This design comes from an exercise in tuning for small area, a short achievable clock period and few clock cycles on the open sky130 flow, not from production work. At most, simulation tests tie the RTL to the original design; equivalence was not proved. Only the layout flow was run in run 5; the RTL was not checked for function there.

### flow/run.sh
#!/bin/bash
# synth_recipe.tcl (not shown) runs the flow's synth.tcl, then flattens the netlist and writes it again
# the make line also repeats each setting of config.mk as NAME=value (left out here)
make -C /OpenROAD-flow-scripts/flow DESIGN_CONFIG=/design/flow/config.mk WORK_HOME=/design/flow/orfs CLKGATE_MAP_FILE= SYNTH_SCRIPT=/design/flow/synth_recipe.tcl finish
### flow/config.mk
export PLATFORM = sky130hd
export DESIGN_NAME = css_disckey
export DESIGN_NICKNAME = css_disckey
export VERILOG_FILES = /design/flow/design.v
export SDC_FILE = /design/flow/constraint.sdc
export NUM_CORES = 4
export LEC_CHECK = 0
export CAP_MARGIN = 20
export CORE_MARGIN = 2
export CORE_UTILIZATION = 40
export PLACE_DENSITY = 0.6
export SETUP_SLACK_MARGIN = 2.5
export SLEW_MARGIN = 20
export SYNTH_HIERARCHICAL = 1
### flow/constraint.sdc
create_clock -name core_clock -period 6.0 [get_ports {clk}]
set_input_delay 1.2000 -clock core_clock [delete_from_list [all_inputs] [get_ports {clk}]]
set_output_delay 1.2000 -clock core_clock [all_outputs]
set_load 0.01 [all_outputs]
### flow/design.v
module css_t1 (
    input  wire [7:0] a,
    output wire [7:0] t1
);
    wire x07 = a[7] ^ (a[5] | a[4]);
    wire x11 = a[1] & a[0];
    wire x12 = a[2] ^ x11;
    wire x14 = a[6] ^ (a[5] & a[4]);
    wire x18 = a[3] ^ x11;
    wire x21 = a[5] & ~a[4];
    assign t1[0] = ~x18;
    assign t1[1] = ~x14;
    assign t1[2] = (~a[5] | (t1[0] & (~a[6] | a[4]))) & (a[6] | x18 | x21);
    assign t1[3] = (a[3] | x14) ^ (a[1] & (~a[0] | x14));
    assign t1[4] = ~x12;
    assign t1[5] = ~x07;
    assign t1[6] = (a[2] | x07) ^ (a[0] & (~a[1] | x07));
    assign t1[7] = (t1[4] | a[7] | x21) & (~a[7] | ~a[5] | a[4]) & (a[4] | x12);
endmodule
module css_disckey (
    input  wire        clk,
    input  wire        rst,         
    input  wire        start,
    output wire        ready,
    output wire [8:0]  slot_addr,
    input  wire [39:0] slot_data,
    output wire        done,
    output wire        found,
    output wire [39:0] disc_key
);
    localparam [15:0] KL0_0 = 16'hDFDC;
    localparam [15:0] KL0_1 = 16'hDDFE;
    localparam [15:0] KL0_2 = 16'h7701;
    localparam [15:0] KL0_3 = 16'h3D3C;
    localparam [15:0] KL0_4 = 16'h6779;
    localparam [15:0] KL0_5 = 16'hCB55;
    localparam [15:0] KL0_6 = 16'hB240;
    localparam [15:0] KL0_7 = 16'h02FC;
    localparam [15:0] KL0_8 = 16'h75B3;
    localparam [15:0] KL0_9 = 16'hD75F;
    localparam [15:0] KL0_10 = 16'hB941;
    localparam [15:0] KL0_11 = 16'h2581;
    localparam [15:0] KL0_12 = 16'hC5DC;
    localparam [15:0] KL0_13 = 16'h148F;
    localparam [15:0] KL0_14 = 16'hD020;
    localparam [15:0] KL0_15 = 16'h2811;
    localparam [15:0] KL0_16 = 16'h8F1A;
    localparam [15:0] KL0_17 = 16'h95F6;
    localparam [15:0] KL0_18 = 16'h4E29;
    localparam [15:0] KL0_19 = 16'hC0B9;
    localparam [15:0] KL0_20 = 16'h88C2;
    localparam [15:0] KL0_21 = 16'h5CF6;
    localparam [15:0] KL0_22 = 16'hEFED;
    localparam [15:0] KL0_23 = 16'hF5C0;
    localparam [15:0] KL0_24 = 16'hEF95;
    localparam [15:0] KL0_25 = 16'h34A9;
    localparam [15:0] KL0_26 = 16'h104F;
    localparam [15:0] KL0_27 = 16'h7470;
    localparam [15:0] KL0_28 = 16'hE7E4;
    localparam [15:0] KL0_29 = 16'hCB7E;
    localparam [15:0] KL0_30 = 16'hCC9E;
    localparam [15:0] KL0_31 = 16'hA6C5;
    localparam [15:0] KL0_32 = 16'h9850;
    localparam [15:0] KL0_33 = 16'hC4EA;
    localparam [15:0] KL0_34 = 16'h0E38;
    localparam [15:0] KL0_35 = 16'h9CAC;
    localparam [15:0] KL0_36 = 16'h1DB9;
    localparam [15:0] KL0_37 = 16'hFC9F;
    localparam [15:0] KL0_38 = 16'h8A6F;
    localparam [15:0] KL0_39 = 16'h0A04;
    localparam [15:0] KL1_0 = 16'h7879;
    localparam [15:0] KL1_1 = 16'h8CBD;
    localparam [15:0] KL1_2 = 16'h0853;
    localparam [15:0] KL1_3 = 16'h7E72;
    localparam [15:0] KL1_4 = 16'h0FFC;
    localparam [15:0] KL1_5 = 16'hA18D;
    localparam [15:0] KL1_6 = 16'h9479;
    localparam [15:0] KL1_7 = 16'h2BC6;
    localparam [15:0] KL1_8 = 16'h9137;
    localparam [15:0] KL1_9 = 16'hCA3B;
    localparam [15:0] KL1_10 = 16'h404B;
    localparam [15:0] KL1_11 = 16'h63E8;
    localparam [15:0] KL1_12 = 16'h8C08;
    localparam [15:0] KL1_13 = 16'h536D;
    localparam [15:0] KL1_14 = 16'h07FE;
    localparam [15:0] KL1_15 = 16'h7F46;
    localparam [15:0] KL1_16 = 16'h7089;
    localparam [15:0] KL1_17 = 16'hF4A7;
    localparam [15:0] KL1_18 = 16'h1C95;
    localparam [15:0] KL1_19 = 16'h9BEB;
    localparam [15:0] KL1_20 = 16'h80A5;
    localparam [15:0] KL1_21 = 16'h4D8A;
    localparam [15:0] KL1_22 = 16'h9FBE;
    localparam [15:0] KL1_23 = 16'hFFE6;
    localparam [15:0] KL1_24 = 16'hE402;
    localparam [15:0] KL1_25 = 16'h3377;
    localparam [15:0] KL1_26 = 16'hE044;
    localparam [15:0] KL1_27 = 16'h0B81;
    localparam [15:0] KL1_28 = 16'h7B77;
    localparam [15:0] KL1_29 = 16'h6A1F;
    localparam [15:0] KL1_30 = 16'h22FE;
    localparam [15:0] KL1_31 = 16'hC342;
    localparam [15:0] KL1_32 = 16'hE410;
    localparam [15:0] KL1_33 = 16'h2788;
    localparam [15:0] KL1_34 = 16'h7725;
    localparam [15:0] KL1_35 = 16'hB767;
    localparam [15:0] KL1_36 = 16'h3BE3;
    localparam [15:0] KL1_37 = 16'h6110;
    localparam [15:0] KL1_38 = 16'h8F9E;
    localparam [15:0] KL1_39 = 16'hCF0D;
    wire [3:0]  qidx_w;
    wire [39:0] kp_tab0 = {KL0_39[qidx_w], KL0_38[qidx_w], KL0_37[qidx_w], KL0_36[qidx_w], KL0_35[qidx_w], KL0_34[qidx_w], KL0_33[qidx_w], KL0_32[qidx_w], KL0_31[qidx_w], KL0_30[qidx_w], KL0_29[qidx_w], KL0_28[qidx_w], KL0_27[qidx_w], KL0_26[qidx_w], KL0_25[qidx_w], KL0_24[qidx_w], KL0_23[qidx_w], KL0_22[qidx_w], KL0_21[qidx_w], KL0_20[qidx_w], KL0_19[qidx_w], KL0_18[qidx_w], KL0_17[qidx_w], KL0_16[qidx_w], KL0_15[qidx_w], KL0_14[qidx_w], KL0_13[qidx_w], KL0_12[qidx_w], KL0_11[qidx_w], KL0_10[qidx_w], KL0_9[qidx_w], KL0_8[qidx_w], KL0_7[qidx_w], KL0_6[qidx_w], KL0_5[qidx_w], KL0_4[qidx_w], KL0_3[qidx_w], KL0_2[qidx_w], KL0_1[qidx_w], KL0_0[qidx_w]};
    wire [39:0] kp_tab1 = {KL1_39[qidx_w], KL1_38[qidx_w], KL1_37[qidx_w], KL1_36[qidx_w], KL1_35[qidx_w], KL1_34[qidx_w], KL1_33[qidx_w], KL1_32[qidx_w], KL1_31[qidx_w], KL1_30[qidx_w], KL1_29[qidx_w], KL1_28[qidx_w], KL1_27[qidx_w], KL1_26[qidx_w], KL1_25[qidx_w], KL1_24[qidx_w], KL1_23[qidx_w], KL1_22[qidx_w], KL1_21[qidx_w], KL1_20[qidx_w], KL1_19[qidx_w], KL1_18[qidx_w], KL1_17[qidx_w], KL1_16[qidx_w], KL1_15[qidx_w], KL1_14[qidx_w], KL1_13[qidx_w], KL1_12[qidx_w], KL1_11[qidx_w], KL1_10[qidx_w], KL1_9[qidx_w], KL1_8[qidx_w], KL1_7[qidx_w], KL1_6[qidx_w], KL1_5[qidx_w], KL1_4[qidx_w], KL1_3[qidx_w], KL1_2[qidx_w], KL1_1[qidx_w], KL1_0[qidx_w]};
    reg         busy;
    reg  [8:0]  addr_r;       
    reg         pres_val;     
    reg         pres_bub;     
    reg  [3:0]  qidx;         
    reg         s0_ver, s0_val, s0_bub, s0_end, s0_last;
    reg         s1_ver;
    reg         v1, n1, l1, v2, n2, l2, v3, n3, l3, v4, n4, l4;   
    reg         pend1;        
    reg         done_r, found_r;
    reg  [39:0] vc;           
    reg  [4:0]  r4e0, r4e1;   
    reg  [39:0] r4c0;         
    reg  [39:0] r4c1;         
    assign qidx_w = qidx;
    wire [39:0] kp0 = s0_ver ? 40'd0 : kp_tab0;
    wire [39:0] kp1 = kp_tab1;
    wire [39:0] e = slot_data;
    wire [39:0] te;
    genvar g;
    generate
        for (g = 0; g < 5; g = g + 1) begin : g_t1e
            css_t1 u (.a(e[8*g +: 8]), .t1(te[8*g +: 8]));
        end
    endgenerate
    wire [39:0] base = {te[39:8] ^ e[31:0], te[7:0]};
    wire [39:0] dd0, c30, c31;
    wire [4:0]  eq0, eq1;
    css_lane u_l0 (.clk(clk), .kp(kp0), .base(base), .vc(vc), .dd(dd0), .c3(c30), .eqb(eq0));
    css_lane u_l1 (.clk(clk), .kp(kp1), .base(base), .vc(vc), .dd(),    .c3(c31), .eqb(eq1));
    wire        hit0  = v4 && (&r4e0);
    wire        hit1  = v4 && (&r4e1);
    wire        take1 = !hit0 && n4 && (pend1 || hit1);    
    wire        fin   = !done_r && v4 && (hit0 || (n4 && (pend1 || hit1 || l4)));
    always @(posedge clk) begin
        r4e0 <= eq0;
        r4e1 <= eq1;
        if (take1)      r4c0 <= r4c1;
        else if (!hit0) r4c0 <= c30;
        if (!(hit1 || pend1)) r4c1 <= c31;
        if (s1_ver) vc <= dd0;
    end
    always @(posedge clk) begin
        if (rst) begin
            busy     <= 1'b0;
            addr_r   <= 9'd0;
            pres_val <= 1'b0;
            pres_bub <= 1'b0;
            qidx     <= 4'd0;
            s0_ver   <= 1'b0;
            s1_ver   <= 1'b0;
            s0_val   <= 1'b0;
            s0_bub   <= 1'b0;
            s0_end   <= 1'b0;
            s0_last  <= 1'b0;
            v1 <= 1'b0; n1 <= 1'b0; l1 <= 1'b0;
            v2 <= 1'b0; n2 <= 1'b0; l2 <= 1'b0;
            v3 <= 1'b0; n3 <= 1'b0; l3 <= 1'b0;
            v4 <= 1'b0; n4 <= 1'b0; l4 <= 1'b0;
            pend1    <= 1'b0;
            done_r   <= 1'b0;
            found_r  <= 1'b0;
        end else begin
            done_r  <= fin;
            if (fin) found_r <= hit0 || pend1 || hit1;
            if (hit1) pend1 <= 1'b1;
            if (v4 && n4) pend1 <= 1'b0;
            s0_ver  <= 1'b0;
            s1_ver  <= s0_ver;
            s0_val  <= pres_val;
            s0_bub  <= pres_bub;
            s0_end  <= pres_val && (addr_r == 9'd408);
            s0_last <= qidx == 4'd15;
            v1 <= s0_val; n1 <= s0_end; l1 <= s0_last;
            v2 <= v1;     n2 <= n1;     l2 <= l1;
            v3 <= v2;     n3 <= n2;     l3 <= l2;
            v4 <= v3;     n4 <= n3;     l4 <= l3;
            if (s0_bub) qidx <= qidx + 4'd1;
            if (pres_val) begin
                if (addr_r == 9'd408) begin
                    pres_val <= 1'b0;
                    pres_bub <= (qidx != 4'd15);
                end else begin
                    addr_r <= addr_r + 9'd1;
                end
            end else if (pres_bub) begin
                pres_bub <= 1'b0;
                pres_val <= 1'b1;
                addr_r   <= 9'd1;
            end
            if (!busy) begin
                pend1 <= 1'b0;
                if (start) begin
                    busy     <= 1'b1;
                    s0_ver   <= 1'b1;
                    pres_val <= 1'b1;
                    pres_bub <= 1'b0;
                    addr_r   <= 9'd1;
                    qidx     <= 4'd0;
                end
            end else if (done_r) begin
                busy     <= 1'b0;
                addr_r   <= 9'd0;
                pres_val <= 1'b0;
                pres_bub <= 1'b0;
                s0_val   <= 1'b0;
                s0_bub   <= 1'b0;
                s0_end   <= 1'b0;
                v1 <= 1'b0; v2 <= 1'b0; v3 <= 1'b0; v4 <= 1'b0;
                n1 <= 1'b0; n2 <= 1'b0; n3 <= 1'b0; n4 <= 1'b0;
                pend1    <= 1'b0;
            end
        end
    end
    assign ready     = !busy;
    assign slot_addr = addr_r;
    assign done      = done_r;
    assign found     = found_r;
    assign disc_key  = r4c0;
endmodule
module css_lane (
    input  wire        clk,
    input  wire [39:0] kp,      
    input  wire [39:0] base,    
    input  wire [39:0] vc,      
    output wire [39:0] dd,      
    output wire [39:0] c3,      
    output wire [4:0]  eqb      
);
    reg  [39:0] r1;           
    reg  [39:0] r2;           
    reg  [39:0] r3s;          
    reg  [4:1]  r3y;          
    reg  [39:0] r3c;          
    genvar g;
    wire [39:0] d1 = kp ^ base;
    assign dd = {r1[39:8], r1[7:0] ^ r1[39:32]};
    wire [39:0] td;
    generate
        for (g = 0; g < 5; g = g + 1) begin : g_t1d
            css_t1 u (.a(dd[8*g +: 8]), .t1(td[8*g +: 8]));
        end
    endgenerate
    wire [39:0] cand = kp ^ td ^ {dd[31:0], 8'd0};
    wire [39:0] ka, kb;
    css_ks u_ks (.ck(r2), .a(ka), .b(kb));
    wire [8:0]  bs [0:4];     
    wire [4:0]  bp;           
    generate
        for (g = 0; g < 5; g = g + 1) begin : g_bs
            assign bs[g] = {1'b0, ka[8*g +: 8]} + {1'b0, kb[8*g +: 8]};
            assign bp[g] = &(ka[8*g +: 8] ^ kb[8*g +: 8]);
        end
    endgenerate
    wire [4:1] by;            
    assign by[1] = bs[0][8];
    assign by[2] = bs[1][8] | (bp[1] & bs[0][8]);
    assign by[3] = bs[2][8] | (bp[2] & bs[1][8]) | (bp[2] & bp[1] & bs[0][8]);
    assign by[4] = bs[3][8] | (bp[3] & by[3]);
    wire [39:0] bsum = {bs[4][7:0], bs[3][7:0], bs[2][7:0], bs[1][7:0], bs[0][7:0]};
    wire [39:0] kv;
    assign kv[7:0] = r3s[7:0];
    generate
        for (g = 1; g < 5; g = g + 1) begin : g_inc
            assign kv[8*g +: 8] = r3s[8*g +: 8] + {7'd0, r3y[g]};
        end
    endgenerate
    wire [39:0] dv;
    assign dv[39:8] = kv[39:8] ^ vc[39:8];
    assign dv[7:0]  = kv[7:0] ^ kv[39:32] ^ vc[7:0];
    wire [39:0] tv;
    generate
        for (g = 0; g < 5; g = g + 1) begin : g_t1v
            css_t1 u (.a(dv[8*g +: 8]), .t1(tv[8*g +: 8]));
        end
    endgenerate
    wire [39:0] want = kv ^ {dv[31:0], 8'd0} ^ r3c;    
    generate
        for (g = 0; g < 5; g = g + 1) begin : g_eq
            assign eqb[g] = (tv[8*g +: 8] == want[8*g +: 8]);
        end
    endgenerate
    assign c3 = r3c;
    always @(posedge clk) begin
        r1  <= d1;
        r2  <= cand;
        r3s <= bsum;
        r3y <= by;
        r3c <= r2;
    end
endmodule
module css_ks (
    input  wire [39:0] ck,
    output wire [39:0] a,
    output wire [39:0] b
);
    wire x40 = ck[2] ^ ck[12];
    wire x41 = ck[1] ^ ck[11];
    wire x42 = ck[0] ^ ck[10];
    wire x43 = ck[9] ^ ck[15];
    wire x44 = ck[8] ^ ck[14];
    wire x45 = ck[7] ^ x40;
    wire x46 = ck[6] ^ x41;
    wire x47 = ck[4] ^ x43;
    wire x48 = ck[5] ^ x42;
    wire x49 = ck[3] ^ x44;
    wire x50 = ck[13] ^ x48;
    wire x51 = x45 ^ x47;
    wire x52 = x46 ^ x49;
    wire x53 = ck[26] ^ ck[35];
    wire x54 = ck[36] ^ ck[39];
    wire x55 = ck[19] ^ ck[28];
    wire x56 = ck[20] ^ ck[29];
    wire x57 = ck[21] ^ ck[30];
    wire x58 = ck[22] ^ ck[31];
    wire x59 = ck[23] ^ ck[27];
    wire x60 = ck[23] ^ ck[32];
    wire x61 = ck[24] ^ ck[33];
    wire x62 = ck[25] ^ ck[34];
    wire x63 = ck[27] ^ ck[30];
    wire x64 = ck[13] ^ x52;
    wire x65 = ck[18] ^ ck[25];
    wire x66 = ck[26] ^ ck[29];
    wire x67 = ck[32] ^ ck[36];
    wire x68 = ck[33] ^ ck[37];
    wire x69 = ck[34] ^ ck[38];
    wire x70 = ck[22] ^ x53;
    wire x71 = ck[28] ^ x56;
    wire x72 = ck[31] ^ x60;
    wire x73 = ck[35] ^ x54;
    wire x74 = ck[0] ^ ck[13];
    wire x75 = ck[1] ^ ck[14];
    wire x76 = ck[2] ^ ck[15];
    wire x77 = ck[16] ^ ck[17];
    wire x78 = ck[16] ^ ck[24];
    wire x79 = ck[16] ^ ck[31];
    wire x80 = ck[17] ^ ck[18];
    wire x81 = ck[17] ^ ck[24];
    wire x82 = ck[28] ^ ck[34];
    wire x83 = ck[29] ^ ck[35];
    wire x84 = ck[13] ^ x42;
    wire x85 = ck[19] ^ x60;
    wire x86 = ck[20] ^ x61;
    wire x87 = ck[21] ^ x62;
    wire x88 = ck[25] ^ x81;
    wire x89 = ck[27] ^ x55;
    wire x90 = ck[33] ^ x57;
    wire x91 = ck[34] ^ x58;
    wire x92 = x53 ^ x69;
    wire x93 = x54 ^ x59;
    wire x94 = x57 ^ x66;
    wire x95 = x58 ^ x63;
    wire x96 = x59 ^ x78;
    wire x97 = x61 ^ x67;
    wire x98 = x62 ^ x68;
    wire x99 = x70 ^ x93;
    wire x100 = ck[27] ^ x73;
    wire x101 = ck[35] ^ x72;
    wire x102 = ck[30] ^ x91;
    wire x103 = ck[29] ^ x90;
    wire x104 = ck[32] ^ x71;
    wire x105 = ck[31] ^ x89;
    wire x106 = ck[26] ^ x63;
    wire x107 = x65 ^ x66;
    wire x108 = ck[28] ^ x88;
    wire x109 = ck[38] ^ x70;
    wire x110 = x87 ^ x109;
    wire x111 = ck[37] ^ x86;
    wire x112 = x87 ^ x111;
    wire x113 = ck[36] ^ x85;
    wire x114 = x86 ^ x113;
    wire x115 = ck[35] ^ x58;
    wire x116 = x85 ^ x115;
    wire x117 = ck[18] ^ x57;
    wire x118 = x91 ^ x117;
    wire x119 = x56 ^ x80;
    wire x120 = x90 ^ x119;
    wire x121 = ck[32] ^ x55;
    wire x122 = x56 ^ x77;
    wire x123 = x121 ^ x122;
    wire x124 = x55 ^ x79;
    wire x125 = x73 ^ x124;
    wire x126 = ck[18] ^ ck[30];
    wire x127 = x54 ^ x69;
    wire x128 = x126 ^ x127;
    wire x129 = ck[38] ^ x68;
    wire x130 = x80 ^ x83;
    wire x131 = x129 ^ x130;
    wire x132 = ck[37] ^ x67;
    wire x133 = x77 ^ x82;
    wire x134 = x132 ^ x133;
    wire x135 = ck[33] ^ ck[39];
    wire x136 = x79 ^ x135;
    wire x137 = ck[32] ^ ck[38];
    wire x138 = x63 ^ x137;
    wire x139 = x73 ^ x138;
    wire x140 = ck[29] ^ ck[31];
    wire x141 = ck[37] ^ x140;
    wire x142 = x92 ^ x141;
    wire x143 = ck[28] ^ ck[30];
    wire x144 = ck[36] ^ x143;
    wire x145 = x98 ^ x144;
    wire x146 = ck[27] ^ x83;
    wire x147 = x97 ^ x146;
    wire x148 = x53 ^ x82;
    wire x149 = x72 ^ x148;
    wire x150 = ck[33] ^ x62;
    wire x151 = x95 ^ x150;
    wire x152 = ck[32] ^ x61;
    wire x153 = x94 ^ x152;
    wire x154 = ck[25] ^ x71;
    wire x155 = x72 ^ x154;
    wire x156 = ck[24] ^ x55;
    wire x157 = x95 ^ x156;
    wire x158 = x59 ^ x94;
    wire x159 = ck[22] ^ ck[26];
    wire x160 = x65 ^ x159;
    wire x161 = x71 ^ x160;
    wire x162 = ck[21] ^ x88;
    wire x163 = x89 ^ x162;
    wire x164 = ck[20] ^ ck[26];
    wire x165 = x96 ^ x164;
    wire x166 = ck[19] ^ x65;
    wire x167 = x99 ^ x166;
    wire x168 = ck[15] ^ x40;
    wire x169 = ck[14] ^ x41;
    wire x170 = x40 ^ x43;
    wire x171 = x41 ^ x44;
    wire x172 = x43 ^ x45;
    wire x173 = x44 ^ x46;
    wire x174 = ck[2] ^ x50;
    wire x175 = ck[1] ^ x51;
    wire x176 = ck[0] ^ x52;
    wire x177 = ck[15] ^ x50;
    wire x178 = ck[14] ^ x51;
    wire x179 = x40 ^ x50;
    wire x180 = x41 ^ x51;
    wire x181 = x42 ^ x52;
    wire x182 = x43 ^ x50;
    wire x183 = x44 ^ x51;
    wire x184 = x45 ^ x50;
    wire x185 = x46 ^ x51;
    wire x186 = x48 ^ x52;
    wire x187 = x47 ^ x50;
    wire x188 = x49 ^ x51;
    wire x189 = ck[2] ^ ck[13];
    wire x190 = x52 ^ x189;
    wire x191 = ck[1] ^ x45;
    wire x192 = x50 ^ x191;
    wire x193 = ck[0] ^ x46;
    wire x194 = x51 ^ x193;
    wire x195 = x48 ^ x76;
    wire x196 = x52 ^ x195;
    wire x197 = x47 ^ x75;
    wire x198 = x50 ^ x197;
    wire x199 = x49 ^ x74;
    wire x200 = x51 ^ x199;
    wire x201 = ck[12] ^ ck[13];
    wire x202 = ck[15] ^ x201;
    wire x203 = x52 ^ x202;
    wire x204 = ck[11] ^ ck[14];
    wire x205 = x45 ^ x204;
    wire x206 = x50 ^ x205;
    wire x207 = ck[10] ^ ck[13];
    wire x208 = x46 ^ x207;
    wire x209 = x51 ^ x208;
    assign a[0] = x100;
    assign a[1] = x92;
    assign a[2] = x98;
    assign a[3] = x97;
    assign a[4] = x101;
    assign a[5] = x102;
    assign a[6] = x103;
    assign a[7] = x104;
    assign a[8] = x105;
    assign a[9] = ~x106;
    assign a[10] = x107;
    assign a[11] = x108;
    assign a[12] = x96;
    assign a[13] = x99;
    assign a[14] = x110;
    assign a[15] = x112;
    assign a[16] = x114;
    assign a[17] = ~x116;
    assign a[18] = ~x118;
    assign a[19] = x120;
    assign a[20] = x123;
    assign a[21] = ~x125;
    assign a[22] = ~x128;
    assign a[23] = x131;
    assign a[24] = x134;
    assign a[25] = x136;
    assign a[26] = x139;
    assign a[27] = x142;
    assign a[28] = x145;
    assign a[29] = x147;
    assign a[30] = x149;
    assign a[31] = x151;
    assign a[32] = x153;
    assign a[33] = x155;
    assign a[34] = x157;
    assign a[35] = ~x158;
    assign a[36] = x161;
    assign a[37] = x163;
    assign a[38] = ~x165;
    assign a[39] = x167;
    assign b[0] = x76;
    assign b[1] = x75;
    assign b[2] = x74;
    assign b[3] = x168;
    assign b[4] = x169;
    assign b[5] = x84;
    assign b[6] = x170;
    assign b[7] = x171;
    assign b[8] = ~x84;
    assign b[9] = x172;
    assign b[10] = x173;
    assign b[11] = ~x50;
    assign b[12] = x51;
    assign b[13] = x52;
    assign b[14] = ~x174;
    assign b[15] = x175;
    assign b[16] = x176;
    assign b[17] = ~x177;
    assign b[18] = x178;
    assign b[19] = x64;
    assign b[20] = ~x179;
    assign b[21] = x180;
    assign b[22] = x181;
    assign b[23] = ~x182;
    assign b[24] = x183;
    assign b[25] = ~x64;
    assign b[26] = ~x184;
    assign b[27] = x185;
    assign b[28] = x186;
    assign b[29] = ~x187;
    assign b[30] = x188;
    assign b[31] = ~x190;
    assign b[32] = ~x192;
    assign b[33] = x194;
    assign b[34] = x196;
    assign b[35] = ~x198;
    assign b[36] = x200;
    assign b[37] = ~x203;
    assign b[38] = ~x206;
    assign b[39] = x209;
endmodule
==> run summary, run 1 <==
status=no timing/DRC/antenna violations; Tmin final=3440 ps; GR Util All Layers=23.5%; worst hold path class=reg2reg; Antenna Nets Post-Route=0; CTS tree=done; final hold violations=0; CTS root buffer=clkbuf_16; CP top delay family=XOR/XNOR gates; worst-skew pair later-pin latency=between 600 and 700 ps; Setup violations, final=0; P&R area growth vs syn=9.52%; synthesized area=32700 um2; first-pass GRT wire length=approximately 150000 um; synthesized instance count=around 3200; placed insts=~4200; RR Startpoint=u_l0.r3y[4]$_DFF_P_; slowest cell on the critical path=xnor2_1; crit path DAT=3980 ps; Setup CP Type=reg2reg; routed length per instance=23.7 um; start point of the critical path=u_l0.r3y[4]$_DFF_P_; DRC viols=0; R2R cell count=12; final period utilization=~57%; total congestion overflow=0; RSZ-0062 raised after global routing=yes; worst setup path end=r4e0[0]$_DFF_P_; mean area per synthesized cell=10.1 um2; detailed router's first-iteration violation count=2083; CP max stage delay=800 ps; Final Non-Filler Cells=4291; largest net degree at the start of global routing=84; final wirelength=102000 um; DRT Pass-1 Iters=5; type of origin of the critical path=register; GP Congestion=approximately 0.99; crit end category=register; worst reg2reg endpoint=r4e0[0]$_DFF_P_; # fillers=7677; Core ar.=80800 um2; H-tree levels=2; r2r setup slk=2560 ps; Hold Path Depth=0; chip width=about 290 um; Top Ports=95; Buf/Inv on CP=0; Initial Util=40.5%; Slew Limit Fails=0; Synthesized Nets=3410; slew at the pin with the worst max-slew slack=1110 ps; clk_skew=20.9 ps; clk sinks=495; cells along the critical path=ha_1, ha_1, nand3_1, xor2_4, xnor2_1, a21boi_0, nor3_1, o32ai_1, xor2_1, xnor2_1, nand4_1, nor2_1; layout cells sized above 1=8.79%; setup TNS=0 ps; Std-Cell Rows=104; full die area=84100 um2; DP HPWL=between 80000 and 90000 um; CTS Buf Count=54; vias per cell=approximately 5.4; Critical Path Stages=12; number of port buffers=94; Crit path required time=6540 ps; crit path max fanout=5; vias in the first global route=21930; nets=between 3000 and 4000; Max-cap violations=0; Worst slew margin=26.3%; Synth Warn #=8; CTS clk-pin slew, worst paths=60 ps; via count=23207; die height=290 um; initial antenna violation count=2; highest clock rate=~0.29 GHz; Clock Tree Buf Depth=3
how the worst min path moves through the flow:
stage,from,end,slack [ps]
final,u_l1.r2[6]$_DFF_P_,u_l1.r3c[6]$_DFF_P_,380
after global routing,u_l1.r2[5]$_DFF_P_,u_l1.r3c[5]$_DFF_P_,380
after CTS,u_l1.r2[5]$_DFF_P_,u_l1.r3c[5]$_DFF_P_,380
after detailed placement,u_l1.r2[6]$_DFF_P_,u_l1.r3c[6]$_DFF_P_,370
after global placement,u_l1.r2[6]$_DFF_P_,u_l1.r3c[6]$_DFF_P_,370
after floorplan,u_l0.r2[0]$_DFF_P_,u_l0.r3c[0]$_DFF_P_,330
timing repair:
action | in CTS | in global routing
hold buffers | 0 | 0
setup endpoints to repair | 2 | 13
pin swaps | 2 | 5
buffers inserted | 2 | 8
resized for setup | 6 | 36
per-stage QoR:
| step | instance area, um2 | hold WS [ps] | setup WS, ps | utilization [%] |
|---|---|---|---|---|
| finish | 35800 | 379 | 2560 | 44.3 |
| global route | 35800 | 383 | 2430 | 44.3 |
| CTS | 35600 | 384 | 2510 | 44.0 |
| detailed placement | 33600 | 369 | 2380 | 41.6 |
| global placement | 33600 | 368 | 2440 | 41.6 |
| floorplan | 32700 | 326 | 2550 | - |
routing by layer:
metal  share of wire [%]  vias up  global-route usage [%]
met5                   0        -                       0
met4                 3.8        0                    8.36
met3                 6.3      158                    3.32
met2                  44      855                    37.1
met1                  45    11161                    32.8
li1                    -    11033                       -
placed cells by master (no fill, tap or decap), types with 11 or more instances in the layout:
cell type and n:
dfxtp_2 18, a221oi_2 25, nor2b_1 49, o21a_1 14, nand3_1 57, a21o_1 48, clkdlybuf4s50_1 94, xnor2_1 614
a21oi_1 116, xnor2_2 18, inv_1 54, xor2_1 374, o2bb2ai_1 25, nor3_1 79, ha_1 119, and4b_1 27
and3b_2 25, o32ai_1 51, and2_1 11, mux2_2 41, and3b_1 25, mux2i_1 32, o21ai_0 56, clkinv_2 13
and3_1 14, edfxtp_1 120, nor3b_1 53, a21boi_0 61, or3_1 30, nand4_1 16, o31a_1 29, nand2_1 108
dfxtp_1 357, clkbuf_16 57, a211oi_1 19, buf_4 19, xnor3_1 24, nor2_1 164
worst reg2reg max path, stage by stage (launching register included):
cell      delay, ps
dfxtp_1         380
ha_1            220
ha_1            230
nand3_1         180
xor2_4          250
xnor2_1         810
a21boi_0        410
nor3_1          100
o32ai_1         190
xor2_1          210
xnor2_1         170
nand4_1         120
nor2_1          110
cell type report:
cell class / count / area [um2] / share of cell area, %
flip-flops and latches: 495 / 11100 / 31.1
inverters: 56 / 210 / 0.587
diodes: 1 / 2.50 / 0.00698
multi-input cells: 2464 / 20200 / 56.3
repair buffers: 113 / 1080 / 3.02
clock buffers: 67 / 1520 / 4.25
well taps: 1060 / 1330 / 3.70
clock inverters: 35 / 379 / 1.06
flip-flops by register name, indices dropped and copies added (netlist names), 4 cells and up:
register  flops
r4e1          5
u_l0.r1      40
vc           40
u_l0.r3s     40
u_l1.r3c     40
u_l1.r1      40
qidx          4
u_l1.r3y      4
r4c1         40
r4c0         40
u_l1.r3s     40
u_l0.r3y      4
u_l1.r2      40
u_l0.r2      40
u_l0.r3c     40
r4e0          5
addr_r        9
Testbench counts, summed over its fixed seeds: cycles 138,818.
==> run 2, diff against run 1 <==
--- a/flow/config.mk
+++ b/flow/config.mk
@@ -7,2 +7,3 @@
 export LEC_CHECK = 0
+export ABC_AREA = 1
 export CAP_MARGIN = 20
@@ -13,2 +14 @@
 export SLEW_MARGIN = 20
-export SYNTH_HIERARCHICAL = 1
==> run 2 against run 1 <==
First-iteration DRC count increased by 24%. Sequential share of layout area decreased by 1.1 points. Die area increased by 0.82%. Register-to-register slack improved by 100 ps. Largest cell class unchanged. Routed wire length increased by 15%. Non-clock buffer count decreased by 13. Final cell count increased by 29%. Worst setup slack improved by 100 ps. Synthesized cell count increased by 33%. Hold slack got worse by 15 ps.
==> run summary, run 2 <==
status=no timing/DRC/antenna violations; compound-gate portion of the synthesized area=5.13%; Top FF cell, synth=dfxtp_1; synthesized instance count=4298 (+33%); HP Start=u_l1.r2[7]$_DFF_P_; chip width=291 um (+0.41%); Setup CP Type=reg2reg; Clock Tree Buf Depth=3 (unchanged); top routing layer in use=met5; register bit count reported by yosys=495; total congestion overflow=0 (unchanged); crit end category=register; Reg area=11100 um2 (-0.15%); r2r setup slk=2660 ps (+100 ps); number of enable flip-flop cells after synthesis=120; routed length per instance=21.3 um (-10%); placed cell area=35100 um2 (+4.4%); GR Util All Layers=27.1% (+3.6 points); full die area=84800 um2 (+0.82%); mean area per synthesized cell=7.67 um2 (-24%); GP Congestion=1.04 (+4.8%); DRC viols=0 (unchanged); Max-cap violations=0 (unchanged); CP max stage delay=470 ps (-330 ps); main combinational cell family by area after synthesis=XOR/XNOR gates; largest cells by area after synthesis=dfxtp_1 23%, xor2_1 16%, nand2_1 13%; Hold Path Depth=0 (unchanged); Top Ports=95 (unchanged); Critical Path Stages=13 (+1); crit path DAT=3900 ps (-80 ps); Initial Util=40.3% (-0.18 points); mux cell area share after synthesis=0.884%; Setup violations, final=0 (unchanged); Yosys top cell by area=dfxtp_1; clk sinks=495 (unchanged); met3 WL post-DR=8540 um (+34%); P&R area growth vs syn=12.3%; vias in the first global route=26535 (+21%); crit path max fanout=7 (+2); CTS Buf Count=55 (+1.9%); final period utilization=55.7% (-1.7 points); synthesized area=33000 um2 (+0.83%); worst-skew pair later-pin latency=630 ps (about the same); share of the synthesized area in the top cell type=22.8%; RR Startpoint=u_l0.r2[0]$_DFF_P_; type of origin of the critical path=register; layout cells sized above 1=3.89% (-4.9 points); initial antenna violation count=11 (+9); first-pass GRT wire length=169000 um (+15%); slowest cell on the critical path=fa_1; H-tree levels=2 (unchanged); number of hold buffers added after cts=0 (unchanged); via count=28134 (+21%); DRT Pass-1 Iters=6 (+1); Crit path required time=6560 ps (+20 ps); Std-Cell Rows=105 (+0.96%); CP top delay family=XOR/XNOR gates; DRT met1 WL=50400 um (+9.0%); Slew Limit Fails=0 (unchanged); R2R cell count=13 (+1); Distinct cells, synth=54; DP HPWL=99100 um (+20%); CTS tree=done; Multi-input gate area=19700 um2 (-2.4%); Synthesized Nets=4466 (+31%); hold endpoint=u_l1.r3c[7]$_DFF_P_; most numerous cell in the Yosys netlist=nand2_1; slew at the pin with the worst max-slew slack=1140 ps (+37.9 ps); metal2 WL=51900 um (+15%); highest clock rate=0.299 GHz (+3.0%); Antenna Nets Post-Route=0 (unchanged); final wirelength=117000 um (+15%); setup TNS=0 ps (unchanged); final hold violations=0 (unchanged); Synth Warn #=2 (-6); worst reg2reg endpoint=u_l0.r3s[38]$_DFF_P_; Worst slew margin=22.8% (-3.5 points); Tmin final=3340 ps (-102 ps); clk_skew=22.2 ps (+1.33 ps); CTS root buffer=clkbuf_16; # fillers=8179 (+6.5%); Async S/R FF share, synth=0%; Final Cell Area=37000 um2 (+3.4%); Post-Synth Adder-Cell Area=4.95%; die height=291 um (+0.41%); vias per cell=5.10 (-5.7%); Core ar.=81800 um2 (+1.3%); Synth Area in Simple Gates=23.5%; Buf/Inv on CP=1 (+1); RSZ-0062 raised after global routing=yes; cells along the critical path=or2_2, nand2_4, xor2_4, xor2_4, xor2_2, xor2_1, ha_1, inv_1, fa_1, o21ai_1, a21oi_1, o21ai_0, xor2_1; leading cell type in the layout, fill and taps excluded=nand2_1; commonest cells after routing, fill and taps aside=1143 x nand2_1, 596 x xor2_1, 532 x inv_1, 393 x nand3_1, 370 x dfxtp_1; nets=4570 (+36%); Synth Area in XOR/XNOR=25.1%; detailed router's first-iteration violation count=2578 (+24%); largest net degree at the start of global routing=56 (-33%); Placement Setup Slack=2620 ps (+238 ps); Final WS setup=2660 ps (+102 ps); CTS clk-pin slew, worst paths=60 ps (about the same); Commonest cells post-synth=1143 x nand2_1, 597 x xor2_1, 533 x inv_1, 394 x nand3_1, 375 x dfxtp_1; worst hold path class=reg2reg; register area share after synthesis=33.7%; number of port buffers=94 (unchanged)
-- run 2: area by class of cell --
cell class / instances / share of cell area (%)
inverter: 535 / 5.42
clock buffer: 71 / 4.13
timing repair buffer: 100 / 2.66
sequential: 495 / 30.0
tap: 1070 / 3.61
antenna: 1 / 0.00676
clock inverter: 32 / 1.01
multi-input combinational: 3215 / 53.1
-- run 2: layer usage --
| metal | global-route usage, % | vias up |
|---|---|---|
| met3 | 3.92 | 274 |
| met1 | 35.5 | 12889 |
| met4 | 13.1 | 2 |
| li1 | - | 13813 |
| met2 | 43.8 | 1156 |
| met5 | 0 | - |
-- run 2: worst max path at each step --
stage,from,to
floorplan,u_l0.r2[0]$_DFF_P_,u_l0.r3s[38]$_DFF_P_
global placement,u_l0.r2[0]$_DFF_P_,u_l0.r3s[38]$_DFF_P_
detailed placement,u_l0.r2[0]$_DFF_P_,u_l0.r3s[38]$_DFF_P_
CTS,u_l0.r2[0]$_DFF_P_,u_l0.r3s[38]$_DFF_P_
global route,u_l0.r2[0]$_DFF_P_,u_l0.r3s[38]$_DFF_P_
finish,u_l0.r2[0]$_DFF_P_,u_l0.r3s[38]$_DFF_P_
-- run 2: what timing repair did --
| action | 4_1_cts | 5_1_grt |
|---|---|---|
| setup endpoints to repair | 0 | 5 |
| setup buffers | 0 | 1 |
| endpoints found under the hold margin | 0 | 0 |
| gates resized for setup | 0 | 8 |
-- run 2: cells by family after synthesis --
logic type	Yosys count
AO/OA/AOI/OAI	290
XOR/XNOR	910
adder cells (fa/ha/maj)	125
buffers and inverters	588
flip-flops	495
multiplexers	26
AND/OR/NAND/NOR	1864
-- run 2: through the flow --
stage | hold WS [ps] | util, % | instances
finish | 364 | 45.2 | 5519
global route | 372 | 45.2 | 5518
CTS | 366 | 45.2 | 5517
detailed placement | 357 | 42.9 | 5414
global placement | 357 | 42.9 | 5414
floorplan | 326 | - | 4298
==> run 3, diff against run 2 <==
--- a/flow/config.mk
+++ b/flow/config.mk
@@ -7,3 +7,2 @@
 export LEC_CHECK = 0
-export ABC_AREA = 1
 export CAP_MARGIN = 20
==> run 3 against run 2 <==
Non-clock buffer count increased by 42. Via count decreased by 18%. Synthesized area decreased by 4.9%. Still clean. Synthesized cell count decreased by 26%. Largest cell class unchanged. Critical path depth increased by 3. Die area decreased by 4.9%. Routed wire length decreased by 12%.
==> run summary, run 3 <==
status=no timing/DRC/antenna violations; Max-cap violations=0 (unchanged); final period utilization=58.2% (+2.5 points); largest cells by area after synthesis=dfxtp_1 24%, xnor2_1 21%, edfxtp_1 11%; full die area=80700 um2 (-4.9%); register bit count reported by yosys=495 (unchanged); number of enable flip-flop cells after synthesis=120 (unchanged); Setup violations, final=0 (unchanged); register area share after synthesis=35.4% (+1.7 points); nets=3460 (-24%); placed cell area=33500 um2 (-4.6%); chip width=284 um (-2.5%); number of hold buffers added after cts=0 (unchanged); vias per cell=5.28 (+3.5%); most numerous cell in the Yosys netlist=xnor2_1; initial antenna violation count=2 (-9); commonest cells after routing, fill and taps aside=739 x xnor2_1, 352 x dfxtp_1, 290 x xor2_1, 177 x a21oi_1, 159 x nand2_1; Worst slew margin=26.5% (+3.7 points); Antenna Nets Post-Route=0 (unchanged); Post-Synth Adder-Cell Area=5.24% (+0.29 points); CTS clk-pin slew, worst paths=60 ps (about the same); Synth Area in Simple Gates=9.81% (-14 points); Std-Cell Rows=102 (-2.9%); CTS root buffer=clkbuf_16; routed length per instance=23.6 um (+11%); crit end category=register; Tmin final=3490 ps (+150 ps); H-tree levels=2 (unchanged); Async S/R FF share, synth=0% (unchanged); Synthesized Nets=3334 (-25%); Yosys top cell by area=dfxtp_1; worst hold path class=reg2reg; Initial Util=40.4% (+0.11 points); fin util=46.8% (+1.5 points); clk sinks=495 (unchanged); GR Util All Layers=24.9% (-2.1 points); Top Ports=95 (unchanged); Top FF cell, synth=dfxtp_1; synthesized instance count=3166 (-26%); synthesized area=31400 um2 (-4.9%); number of port buffers=94 (unchanged); crit path DAT=3990 ps (+90 ps); Setup CP Type=reg2reg; setup TNS=0 ps (unchanged); Hold Path Depth=0 (unchanged); Synth Area in XOR/XNOR=33.9% (+8.7 points); vias in the first global route=22106 (-17%); mean area per synthesized cell=9.90 um2 (+29%); compound-gate portion of the synthesized area=11.0% (+5.8 points); Final Non-Filler Cells=4381 (-21%); via count=23123 (-18%); Clock Tree Buf Depth=3 (unchanged); CTS Buf Count=55 (unchanged); Commonest cells post-synth=753 x xnor2_1, 375 x dfxtp_1, 318 x xor2_1, 187 x a21oi_1, 159 x nand2_1; highest clock rate=0.287 GHz (-4.3%); placed insts=4234 (-22%); P&R area growth vs syn=15.7%; CTS tree=done; Core ar.=77600 um2 (-5.2%); DRT Pass-1 Iters=6 (unchanged); Crit path required time=6500 ps (-60 ps); leading cell type in the layout, fill and taps excluded=xnor2_1; worst-skew pair later-pin latency=640 ps (about the same); die height=284 um (-2.5%); Slew Limit Fails=0 (unchanged); final wirelength=103000 um (-12%); main combinational cell family by area after synthesis=XOR/XNOR gates; Distinct cells, synth=89 (+65%); RSZ-0062 raised after global routing=yes; first-pass GRT wire length=149000 um (-12%); detailed router's first-iteration violation count=2228 (-14%); Final Cell Area=36300 um2 (-2.0%); type of origin of the critical path=register; final hold violations=0 (unchanged); R2R cell count=16 (+3); cells along the critical path=xor2_4, xnor2_2, xnor2_2, xor2_2, xnor2_2, xor2_2, inv_1, ha_4, a21o_1, a21oi_2, o21bai_1, a21oi_2, o21bai_1, a2111o_1, a21oi_1, o21ai_0; total congestion overflow=0 (unchanged); GP Congestion=0.994 (-4.5%); mux cell area share after synthesis=2.39% (+1.5 points); clk_skew=32.2 ps (+9.99 ps); slew at the pin with the worst max-slew slack=1100 ps (-41.5 ps); DRC viols=0 (unchanged); slowest cell on the critical path=a2111o_1; DP HPWL=85000 um (-14%); Crit path top cell by count=xnor2_2; largest net degree at the start of global routing=70 (+25%); CP max stage delay=450 ps (-20 ps); crit path max fanout=4 (-3); layout cells sized above 1=9.89% (+6.0 points); Synth Warn #=2 (unchanged); share of the synthesized area in the top cell type=23.9% (+1.2 points)
-- run 3: worst paths after layout --
check                         to                from  slack [ps]
max reg2reg  u_l0.r3y[4]$_DFF_P_  u_l0.r2[2]$_DFF_P_        2510
min reg2reg  u_l1.r3c[7]$_DFF_P_  u_l1.r2[7]$_DFF_P_         390
max          u_l0.r3y[4]$_DFF_P_  u_l0.r2[2]$_DFF_P_        2510
min          u_l1.r3c[7]$_DFF_P_  u_l1.r2[7]$_DFF_P_         390
-- run 3: cell type report --
cell class / instances / area [um2]
repair buffers: 142 / 1310
diodes: 3 / 7.51
well taps: 1040 / 1300
multi-input cells: 2482 / 20100
clock inverters: 33 / 468
inverters: 116 / 435
fillers: 7345 / 41300
clock buffers: 70 / 1530
flip-flops and latches: 495 / 11200
-- run 3: repair_timing --
action | 4_1_cts | 5_1_grt
pin swaps | 15 | 25
buffers inserted | 22 | 19
gates resized for setup | 44 | 49
endpoints found under the setup margin | 14 | 14
-- run 3: metal layers --
| metal | wire, um | vias up | GRT usage [%] |
|---|---|---|---|
| li1 | - | 11047 | - |
| met1 | 45600 | 11018 | 34.1 |
| met2 | 45700 | 857 | 39.2 |
| met3 | 6690 | 199 | 3.51 |
| met4 | 5270 | 2 | 11.0 |
| met5 | 13 | - | 0 |
-- run 3: per-stage QoR --
stage / setup slack, ps / hold slack [ps]
final: 2510 / 388
after global routing: 2340 / 394
after CTS: 2500 / 386
after detailed placement: 2030 / 380
after global placement: 2160 / 378
after floorplan: 2500 / 326
-- run 3: logic make-up (layout without fill, tap and decap cells) --
| family | after synthesis | count (layout) |
|---|---|---|
| mux | 69 | 69 |
| simple gates | 614 | 614 |
| compound gates | 544 | 544 |
| fa+ha+maj | 126 | 126 |
| buf+inv | 189 | 361 |
| flops | 495 | 495 |
| other cells | 0 | 3 |
| xor+xnor | 1129 | 1129 |
-- run 3: worst max-delay path: cells and delay by family (launching register included) --
kind                     cells  cell delay, ps
flip-flops                   1             370
adder cells (fa/ha/maj)      1             270
XOR/XNOR                     6            1230
buffers and inverters        1             130
AO/OA/AOI/OAI                8            1340
==> run 4, diff against run 3 <==
--- a/flow/config.mk
+++ b/flow/config.mk
@@ -11,3 +11,3 @@
 export PLACE_DENSITY = 0.6
-export SETUP_SLACK_MARGIN = 2.5
+export SETUP_SLACK_MARGIN = 3.1
 export SLEW_MARGIN = 20
==> run 4 against run 3 <==
Flip-flop and latch count did not move. Hold slack got worse by 7.6 ps. Largest cell class unchanged. Die area did not move. Final cell count rose by 2.0%. Maximum frequency rose by 0.27%. Still clean on timing, DRC and antenna. Non-clock buffer count rose by 94. Register-to-register slack barely moved.
==> run summary, run 4 <==
Initial Util=40.4% (unchanged); CTS clk-pin slew, worst paths=60 ps (about the same); clk sinks=495 (unchanged); mean area per synthesized cell=9.90 um2 (unchanged); Commonest cells post-synth=753 x xnor2_1, 375 x dfxtp_1, 318 x xor2_1, 187 x a21oi_1, 159 x nand2_1; share of the synthesized area in the top cell type=23.9% (unchanged); clk_skew=29.3 ps (-2.97 ps); Setup violations, final=0 (unchanged); crit end category=register; Top FF cell, synth=dfxtp_1; worst hold path class=reg2reg; total congestion overflow=0 (unchanged); HP Start=u_l1.r2[7]$_DFF_P_; crit path DAT=4020 ps (+30 ps); chip width=284 um (unchanged); Placement Setup Slack=2340 ps (+311 ps); Clock Tree Buf Depth=3 (unchanged); number of enable flip-flop cells after synthesis=120 (unchanged); Std-Cell Rows=102 (unchanged); leading cell type in the layout, fill and taps excluded=xnor2_1; Tmin final=3480 ps (-9.39 ps); synthesized instance count=3166 (unchanged); synthesized area=31400 um2 (unchanged); layout cells sized above 1=17.7% (+7.8 points); via count=23802 (+2.9%); commonest cells after routing, fill and taps aside=695 x xnor2_1, 329 x dfxtp_1, 270 x xor2_1, 161 x a21oi_1, 158 x nand2_1; most numerous cell in the Yosys netlist=xnor2_1; Synthesized Nets=3334 (unchanged); Async S/R FF share, synth=0% (unchanged); Min Hold Slack=380 ps (-7.64 ps); status=no timing/DRC/antenna violations; RSZ-0062 raised after global routing=yes; Yosys top cell by area=dfxtp_1; initial antenna violation count=2 (unchanged); worst reg2reg endpoint=u_l0.r3s[39]$_DFF_P_; CTS tree=done; Top Ports=95 (unchanged); nets=3552 (+2.7%); die height=284 um (unchanged); GP Congestion=0.966 (-2.8%); full die area=80700 um2 (unchanged); Final WS setup=2520 ps (+9.39 ps); routed length per instance=24.0 um (+1.8%); number of hold buffers added after cts=0 (unchanged); crit path max fanout=3 (-1); vias in the first global route=22912 (+3.6%); vias per cell=5.32 (+0.89%); GR Util All Layers=25.7% (+0.79 points); first-pass GRT wire length=153000 um (+3.0%); setup TNS=0 ps (unchanged); CTS Buf Count=53 (-3.6%); Slew Limit Fails=0 (unchanged); Distinct cells, synth=89 (unchanged); DRC viols=0 (unchanged); r2r setup slk=2520 ps (about the same); CTS root buffer=clkbuf_16; Setup CP Type=reg2reg; H-tree levels=2 (unchanged); Core ar.=77600 um2 (unchanged); R2R cell count=17 (+1); worst-skew pair later-pin latency=630 ps (about the same); final period utilization=58.0% (-0.16 points); register area share after synthesis=35.4% (unchanged); final hold violations=0 (unchanged); Hold Path Depth=0 (unchanged); detailed router's first-iteration violation count=2149 (-3.5%); Worst slew margin=33.1% (+6.6 points); number of port buffers=94 (unchanged); largest net degree at the start of global routing=113 (+61%); DRT Pass-1 Iters=6 (unchanged); final wirelength=107000 um (+3.9%); Antenna Nets Post-Route=0 (unchanged); Crit path required time=6540 ps (+40 ps); RR Startpoint=u_l0.r2[15]$_DFF_P_; Multi-input gate area=21400 um2 (+6.4%); P&R area growth vs syn=22.1%; highest clock rate=0.287 GHz (+0.27%); type of origin of the critical path=register; largest cells by area after synthesis=dfxtp_1 24%, xnor2_1 21%, edfxtp_1 11%; register bit count reported by yosys=495 (unchanged); slew at the pin with the worst max-slew slack=1000 ps (-99.4 ps); Synth Warn #=2 (unchanged); Max-cap violations=0 (unchanged); hold endpoint=u_l1.r3c[7]$_DFF_P_; # fillers=7103 (-3.3%); Reg area=11200 um2 (+0.50%); DP HPWL=86700 um (+2.0%)
-- run 4: per-stage QoR --
stage | utilization [%] | area, um2 | cells
5_1_grt | 49.3 | 38300 | 4469
3_5_place_dp | 43.5 | 33800 | 4233
4_1_cts | 48.1 | 37300 | 4425
3_3_place_gp | 43.5 | 33800 | 4233
6_report | 49.3 | 38300 | 4470
2_1_floorplan | - | 31800 | 3166
-- run 4: layout make-up --
| cell class | instances | area share [%] |
|---|---|---|
| well taps | 1040 | 3.40 |
| diodes | 1 | 0.00654 |
| inverters | 116 | 1.14 |
| flip-flops and latches | 495 | 29.3 |
| repair buffers | 236 | 5.48 |
| multi-input cells | 2482 | 55.8 |
| clock buffers | 68 | 3.97 |
| clock inverters | 32 | 0.873 |
-- run 4: what timing repair did --
item,4_1_cts,5_1_grt
cloned,0,0
setup buffers,92,44
pin swaps,80,68
gates resized for setup,183,116
setup endpoints to repair,149,47
-- run 4: worst max-delay path by stage --
stage                      endpoint           startpoint  cells after the start  slack, ps
5_1_grt        u_l0.r3s[39]$_DFF_P_  u_l0.r2[15]$_DFF_P_                     17       2350
2_1_floorplan  u_l0.r3s[39]$_DFF_P_   u_l0.r2[2]$_DFF_P_                     16       2660
4_1_cts        u_l0.r3s[39]$_DFF_P_  u_l0.r2[15]$_DFF_P_                     17       2590
3_5_place_dp    u_l0.r3y[4]$_DFF_P_   u_l0.r2[1]$_DFF_P_                     13       2340
3_3_place_gp    u_l0.r3y[4]$_DFF_P_  u_l0.r2[24]$_DFF_P_                     13       2380
6_report       u_l0.r3s[39]$_DFF_P_  u_l0.r2[15]$_DFF_P_                     17       2520
-- run 4: cells by family (layout without fill, tap and decap cells) --
group           after synthesis  count (layout)  share of synthesized area, %
fa+ha+maj                   126             126                          5.24
mux                          69              69                          2.39
compound gates              544             544                          11.0
xor+xnor                   1129            1129                          33.9
other cells                   0               1                             0
simple gates                614             614                          9.81
buf+inv                     189             452                          2.29
flops                       495             495                          35.4
-- run 4: layer usage --
metal / up-vias / routed length (um) / global-route usage (%)
li1: 11220 / - / -
met1: 11428 / 46300 / 34.4
met2: 931 / 48700 / 41.5
met3: 223 / 6710 / 3.36
met4: 0 / 5530 / 11.6
met5: - / 0 / 0
-- run 4: worst max-delay path: stages (launching register included) --
cell      delay, ps
dfxtp_4         360
xor2_4          190
xnor2_2         220
xnor2_2         160
xor2_2          250
xnor2_2         160
buf_6           140
xnor3_2         310
xnor2_4         160
xnor2_1         150
ha_1            290
a21o_1          170
a21oi_2         150
o21bai_1         90
a21oi_2         160
o21ai_1         100
xnor2_1         190
xnor2_1         150
==> run 5, diff against run 4 <==
--- a/flow/design.v
+++ b/flow/design.v
@@ -110,5 +110,5 @@
     localparam [15:0] KL1_39 = 16'hCF0D;
-    wire [3:0]  qidx_w;
-    wire [39:0] kp_tab0 = {KL0_39[qidx_w], KL0_38[qidx_w], KL0_37[qidx_w], KL0_36[qidx_w], KL0_35[qidx_w], KL0_34[qidx_w], KL0_33[qidx_w], KL0_32[qidx_w], KL0_31[qidx_w], KL0_30[qidx_w], KL0_29[qidx_w], KL0_28[qidx_w], KL0_27[qidx_w], KL0_26[qidx_w], KL0_25[qidx_w], KL0_24[qidx_w], KL0_23[qidx_w], KL0_22[qidx_w], KL0_21[qidx_w], KL0_20[qidx_w], KL0_19[qidx_w], KL0_18[qidx_w], KL0_17[qidx_w], KL0_16[qidx_w], KL0_15[qidx_w], KL0_14[qidx_w], KL0_13[qidx_w], KL0_12[qidx_w], KL0_11[qidx_w], KL0_10[qidx_w], KL0_9[qidx_w], KL0_8[qidx_w], KL0_7[qidx_w], KL0_6[qidx_w], KL0_5[qidx_w], KL0_4[qidx_w], KL0_3[qidx_w], KL0_2[qidx_w], KL0_1[qidx_w], KL0_0[qidx_w]};
-    wire [39:0] kp_tab1 = {KL1_39[qidx_w], KL1_38[qidx_w], KL1_37[qidx_w], KL1_36[qidx_w], KL1_35[qidx_w], KL1_34[qidx_w], KL1_33[qidx_w], KL1_32[qidx_w], KL1_31[qidx_w], KL1_30[qidx_w], KL1_29[qidx_w], KL1_28[qidx_w], KL1_27[qidx_w], KL1_26[qidx_w], KL1_25[qidx_w], KL1_24[qidx_w], KL1_23[qidx_w], KL1_22[qidx_w], KL1_21[qidx_w], KL1_20[qidx_w], KL1_19[qidx_w], KL1_18[qidx_w], KL1_17[qidx_w], KL1_16[qidx_w], KL1_15[qidx_w], KL1_14[qidx_w], KL1_13[qidx_w], KL1_12[qidx_w], KL1_11[qidx_w], KL1_10[qidx_w], KL1_9[qidx_w], KL1_8[qidx_w], KL1_7[qidx_w], KL1_6[qidx_w], KL1_5[qidx_w], KL1_4[qidx_w], KL1_3[qidx_w], KL1_2[qidx_w], KL1_1[qidx_w], KL1_0[qidx_w]};
+    wire [15:0] qoh_w;
+    wire [39:0] kp_tab0 = {|(KL0_39 & qoh_w), |(KL0_38 & qoh_w), |(KL0_37 & qoh_w), |(KL0_36 & qoh_w), |(KL0_35 & qoh_w), |(KL0_34 & qoh_w), |(KL0_33 & qoh_w), |(KL0_32 & qoh_w), |(KL0_31 & qoh_w), |(KL0_30 & qoh_w), |(KL0_29 & qoh_w), |(KL0_28 & qoh_w), |(KL0_27 & qoh_w), |(KL0_26 & qoh_w), |(KL0_25 & qoh_w), |(KL0_24 & qoh_w), |(KL0_23 & qoh_w), |(KL0_22 & qoh_w), |(KL0_21 & qoh_w), |(KL0_20 & qoh_w), |(KL0_19 & qoh_w), |(KL0_18 & qoh_w), |(KL0_17 & qoh_w), |(KL0_16 & qoh_w), |(KL0_15 & qoh_w), |(KL0_14 & qoh_w), |(KL0_13 & qoh_w), |(KL0_12 & qoh_w), |(KL0_11 & qoh_w), |(KL0_10 & qoh_w), |(KL0_9 & qoh_w), |(KL0_8 & qoh_w), |(KL0_7 & qoh_w), |(KL0_6 & qoh_w), |(KL0_5 & qoh_w), |(KL0_4 & qoh_w), |(KL0_3 & qoh_w), |(KL0_2 & qoh_w), |(KL0_1 & qoh_w), |(KL0_0 & qoh_w)};
+    wire [39:0] kp_tab1 = {|(KL1_39 & qoh_w), |(KL1_38 & qoh_w), |(KL1_37 & qoh_w), |(KL1_36 & qoh_w), |(KL1_35 & qoh_w), |(KL1_34 & qoh_w), |(KL1_33 & qoh_w), |(KL1_32 & qoh_w), |(KL1_31 & qoh_w), |(KL1_30 & qoh_w), |(KL1_29 & qoh_w), |(KL1_28 & qoh_w), |(KL1_27 & qoh_w), |(KL1_26 & qoh_w), |(KL1_25 & qoh_w), |(KL1_24 & qoh_w), |(KL1_23 & qoh_w), |(KL1_22 & qoh_w), |(KL1_21 & qoh_w), |(KL1_20 & qoh_w), |(KL1_19 & qoh_w), |(KL1_18 & qoh_w), |(KL1_17 & qoh_w), |(KL1_16 & qoh_w), |(KL1_15 & qoh_w), |(KL1_14 & qoh_w), |(KL1_13 & qoh_w), |(KL1_12 & qoh_w), |(KL1_11 & qoh_w), |(KL1_10 & qoh_w), |(KL1_9 & qoh_w), |(KL1_8 & qoh_w), |(KL1_7 & qoh_w), |(KL1_6 & qoh_w), |(KL1_5 & qoh_w), |(KL1_4 & qoh_w), |(KL1_3 & qoh_w), |(KL1_2 & qoh_w), |(KL1_1 & qoh_w), |(KL1_0 & qoh_w)};
     reg         busy;
@@ -117,3 +117,3 @@
     reg         pres_bub;     
-    reg  [3:0]  qidx;         
+    reg  [15:0] qoh;          
     reg         s0_ver, s0_val, s0_bub, s0_end, s0_last;
@@ -127,4 +127,4 @@
     reg  [39:0] r4c1;         
-    assign qidx_w = qidx;
-    wire [39:0] kp0 = s0_ver ? 40'd0 : kp_tab0;
+    assign qoh_w = qoh;
+    wire [39:0] kp0 = kp_tab0;
     wire [39:0] kp1 = kp_tab1;
@@ -161,3 +161,3 @@
             pres_bub <= 1'b0;
-            qidx     <= 4'd0;
+            qoh      <= 16'd0;
             s0_ver   <= 1'b0;
@@ -185,3 +185,3 @@
             s0_end  <= pres_val && (addr_r == 9'd408);
-            s0_last <= qidx == 4'd15;
+            s0_last <= qoh[15];
             v1 <= s0_val; n1 <= s0_end; l1 <= s0_last;
@@ -190,3 +190,4 @@
             v4 <= v3;     n4 <= n3;     l4 <= l3;
-            if (s0_bub) qidx <= qidx + 4'd1;
+            if (s0_ver) qoh <= 16'd1;
+            if (s0_bub) qoh <= {qoh[14:0], 1'b0};
             if (pres_val) begin
@@ -194,3 +195,3 @@
                     pres_val <= 1'b0;
-                    pres_bub <= (qidx != 4'd15);
+                    pres_bub <= !qoh[15];
                 end else begin
@@ -211,3 +212,3 @@
                     addr_r   <= 9'd1;
-                    qidx     <= 4'd0;
+                    qoh      <= 16'd0;
                 end
--- a/flow/config.mk
+++ b/flow/config.mk
@@ -11,3 +11,3 @@
 export PLACE_DENSITY = 0.6
-export SETUP_SLACK_MARGIN = 3.1
+export SETUP_SLACK_MARGIN = 2.5
 export SLEW_MARGIN = 20
==> run 5 against run 4 <==
Still clean. Final cell count shrank 1.8%. Routed wire length decreased by 2.4%. Clock skew rose by 2.4 ps. Synthesized area decreased by 0.55%. Via count fell by 1.9%. Worst setup slack improved by 33 ps. First-iteration DRC count up 11%. Critical endpoint is now u_l1.r3y[4]$_DFF_P_. Highest routed layer unchanged.
==> run summary, run 5 <==
DP HPWL=85500 um (-1.3%); commonest cells after routing, fill and taps aside=716 x xnor2_1, 343 x dfxtp_1, 289 x xor2_1, 167 x a21oi_1, 152 x nor2_1; H-tree levels=2 (unchanged); CTS Buf Count=56 (+5.7%); largest cells by area after synthesis=dfxtp_1 25%, xnor2_1 21%, edfxtp_1 12%; GP Congestion=1.00 (+3.9%); Initial Util=40.3% (-0.088 points); Std-Cell Rows=102 (unchanged); die height=283 um (-0.27%); routed length per instance=23.8 um (-0.67%); Tmin final=3450 ps (-33.3 ps); CTS clk-pin slew, worst paths=60 ps (about the same); final period utilization=57.5% (-0.56 points); crit path max fanout=6 (+3); clk sinks=507 (+2.4%); Min Hold Slack=380 ps (-0.234 ps); # fillers=7295 (+2.7%); slew at the pin with the worst max-slew slack=1030 ps (+23.2 ps); final hold violations=0 (unchanged); Antenna Nets Post-Route=0 (unchanged); worst hold path class=reg2reg; via count=23343 (-1.9%); slowest cell on the critical path=dfxtp_1; DRT Pass-1 Iters=6 (unchanged); number of port buffers=94 (unchanged); DRC viols=0 (unchanged); Commonest cells post-synth=754 x xnor2_1, 387 x dfxtp_1, 319 x xor2_1, 174 x a21oi_1, 152 x nor2_1; Slew Limit Fails=0 (unchanged); full die area=80200 um2 (-0.54%); CTS root buffer=clkbuf_16; highest clock rate=0.290 GHz (+0.97%); layout cells sized above 1=10.4% (-7.3 points); cells along the critical path=xor2_1, xnor2_1, xnor2_1, ha_1, o21ai_0, a2111oi_2, a21oi_1, maj3_1, o221ai_2, a21boi_1, o31ai_1; Max-cap violations=0 (unchanged); vias per cell=5.32 (-0.16%); register bit count reported by yosys=507 (+2.4%); Setup violations, final=0 (unchanged); synthesized area=31200 um2 (-0.55%); RSZ-0062 raised after global routing=yes; chip width=283 um (-0.27%); CTS tree=done; Yosys top cell by area=dfxtp_1; Core ar.=77300 um2 (-0.33%); crit end category=register; total congestion overflow=0 (unchanged); Reg area=11400 um2 (+1.9%); Multi-input gate area=19800 um2 (-7.4%); Setup CP Type=reg2reg; Worst slew margin=30.6% (-2.5 points); mean area per synthesized cell=9.81 um2 (-0.95%); Clock Tree Buf Depth=3 (unchanged); Top Ports=95 (unchanged); status=no timing/DRC/antenna violations; type of origin of the critical path=register; most numerous cell in the Yosys netlist=xnor2_1; share of the synthesized area in the top cell type=24.8% (+0.90 points); P&R area growth vs syn=16.3%; clk_skew=31.7 ps (+2.45 ps); worst-skew pair later-pin latency=640 ps (about the same); Crit path top cell by count=xnor2_1; GR Util All Layers=25.3% (-0.38 points); crit path DAT=3960 ps (-60 ps); vias in the first global route=22335 (-2.5%); Synth Warn #=2 (unchanged); largest net degree at the start of global routing=44 (-61%); initial antenna violation count=3 (+1); register area share after synthesis=36.4% (+0.97 points); synthesized instance count=3179 (+0.41%); Async S/R FF share, synth=0% (unchanged); Distinct cells, synth=83 (-6.7%); detailed router's first-iteration violation count=2382 (+11%); Crit path required time=6510 ps (-30 ps); first-pass GRT wire length=151000 um (-1.5%); setup TNS=0 ps (unchanged); CP max stage delay=570 ps (+210 ps); Synthesized Nets=3327 (-0.21%); number of enable flip-flop cells after synthesis=120 (unchanged); Top FF cell, synth=dfxtp_1; number of hold buffers added after cts=0 (unchanged); leading cell type in the layout, fill and taps excluded=xnor2_1; nets=3450 (-2.9%); final wirelength=105000 um (-2.4%)
run 5: layout make-up:
cell class / count / share of cell area (%)
multi-input cells: 2457 / 54.6
flip-flops and latches: 507 / 31.5
repair buffers: 150 / 3.75
clock inverters: 21 / 0.759
clock buffers: 83 / 4.46
inverters: 130 / 1.35
well taps: 1040 / 3.59
diodes: 3 / 0.0207
run 5: cells by family after synthesis:
| family | synth area share (%) |
|---|---|
| compound gates | 9.24 |
| flops | 36.4 |
| fa+ha+maj | 4.52 |
| xor+xnor | 33.5 |
| simple gates | 11.8 |
| buf+inv | 2.60 |
| mux | 1.93 |
run 5: path summary, 6_finish.rpt:
check                                         start             endpoint  slack (ps)  cells past startpoint
worst max-delay path            u_l1.r2[21]$_DFF_P_  u_l1.r3y[4]$_DFF_P_        2550                     11
worst min-delay path             u_l1.r2[8]$_DFF_P_  u_l1.r3c[8]$_DFF_P_         380                      0
worst max register to register  u_l1.r2[21]$_DFF_P_  u_l1.r3y[4]$_DFF_P_        2550                     11
worst min register to register   u_l1.r2[8]$_DFF_P_  u_l1.r3c[8]$_DFF_P_         380                      0
run 5: per-layer routing:
layer | track usage [%] | share of wire, % | wire length [um] | up-vias
met1 | 34.7 | 44 | 45900 | 11119
li1 | - | - | - | 11069
met5 | 0 | 0 | 0 | -
met2 | 40.1 | 44 | 46500 | 945
met3 | 3.22 | 6.6 | 6940 | 210
met4 | 11.1 | 5.1 | 5380 | 0
run 5: critical path: cells and delay by family (launching register included):
kind | cells | cell delay [ps]
AOI/OAI and AO/OA | 6 | 1220
xor gates and xnor gates | 3 | 770
adders and majority gates | 2 | 770
DFF | 1 | 570
run 5: repair_timing:
action,in CTS,in global routing
resized for setup,83,73
pin swaps,9,26
setup endpoints to repair,15,16
buffers inserted,21,29
hold endpoints to repair,0,0
run 5: stage by stage:
step / util, % / instances / area (um2) / setup slack (ps)
floorplan: - / 3179 / 31200 / 2580
global placement: 42.9 / 4234 / 33200 / 2180
detailed placement: 42.9 / 4234 / 33200 / 2110
CTS: 46.2 / 4359 / 35700 / 2490
global route: 46.9 / 4388 / 36300 / 2320
finish: 46.9 / 4391 / 36300 / 2550

-- re-timing with driven ports --
The flow's constraints put no driver on any port. The routed layouts listed below were extracted and timed again, unchanged, in two steps.
Step 1, drivers: a clkbuf_16 drives clk and a buf_2 each remaining input, both assumed.
Step 2 moves the port delays by t, midway between the first and last clock arrival at a register: inputs arrive t later, outputs are due t later. That takes back most of the time a late clock gives input paths.
Three values: ideal ports, drivers, drivers and shift; two values: the first two.
| run | t, ns | setup WS [ns] | worst slew at a driven data input, ns |
|---|---|---|---|
| run 1 | 0.675 | 2.558 / 2.558 / 2.529 | 0.03 |
| run 2 | 0.691 | 2.660 / 2.660 / 2.660 | 0.06 |
| run 3 | 0.686 | 2.510 / 2.510 / 2.510 | 0.03 |
| run 4 | 0.679 | 2.520 / 2.520 / 2.520 | 0.03 |
| run 5 | 0.688 | 2.553 / 2.553 / 2.417 | 0.05 |
After both steps setup and hold are still met in every run listed. The setup slack of run 5, which loses most, moves by 0.000 ns with the drivers and by -0.136 ns with both steps.
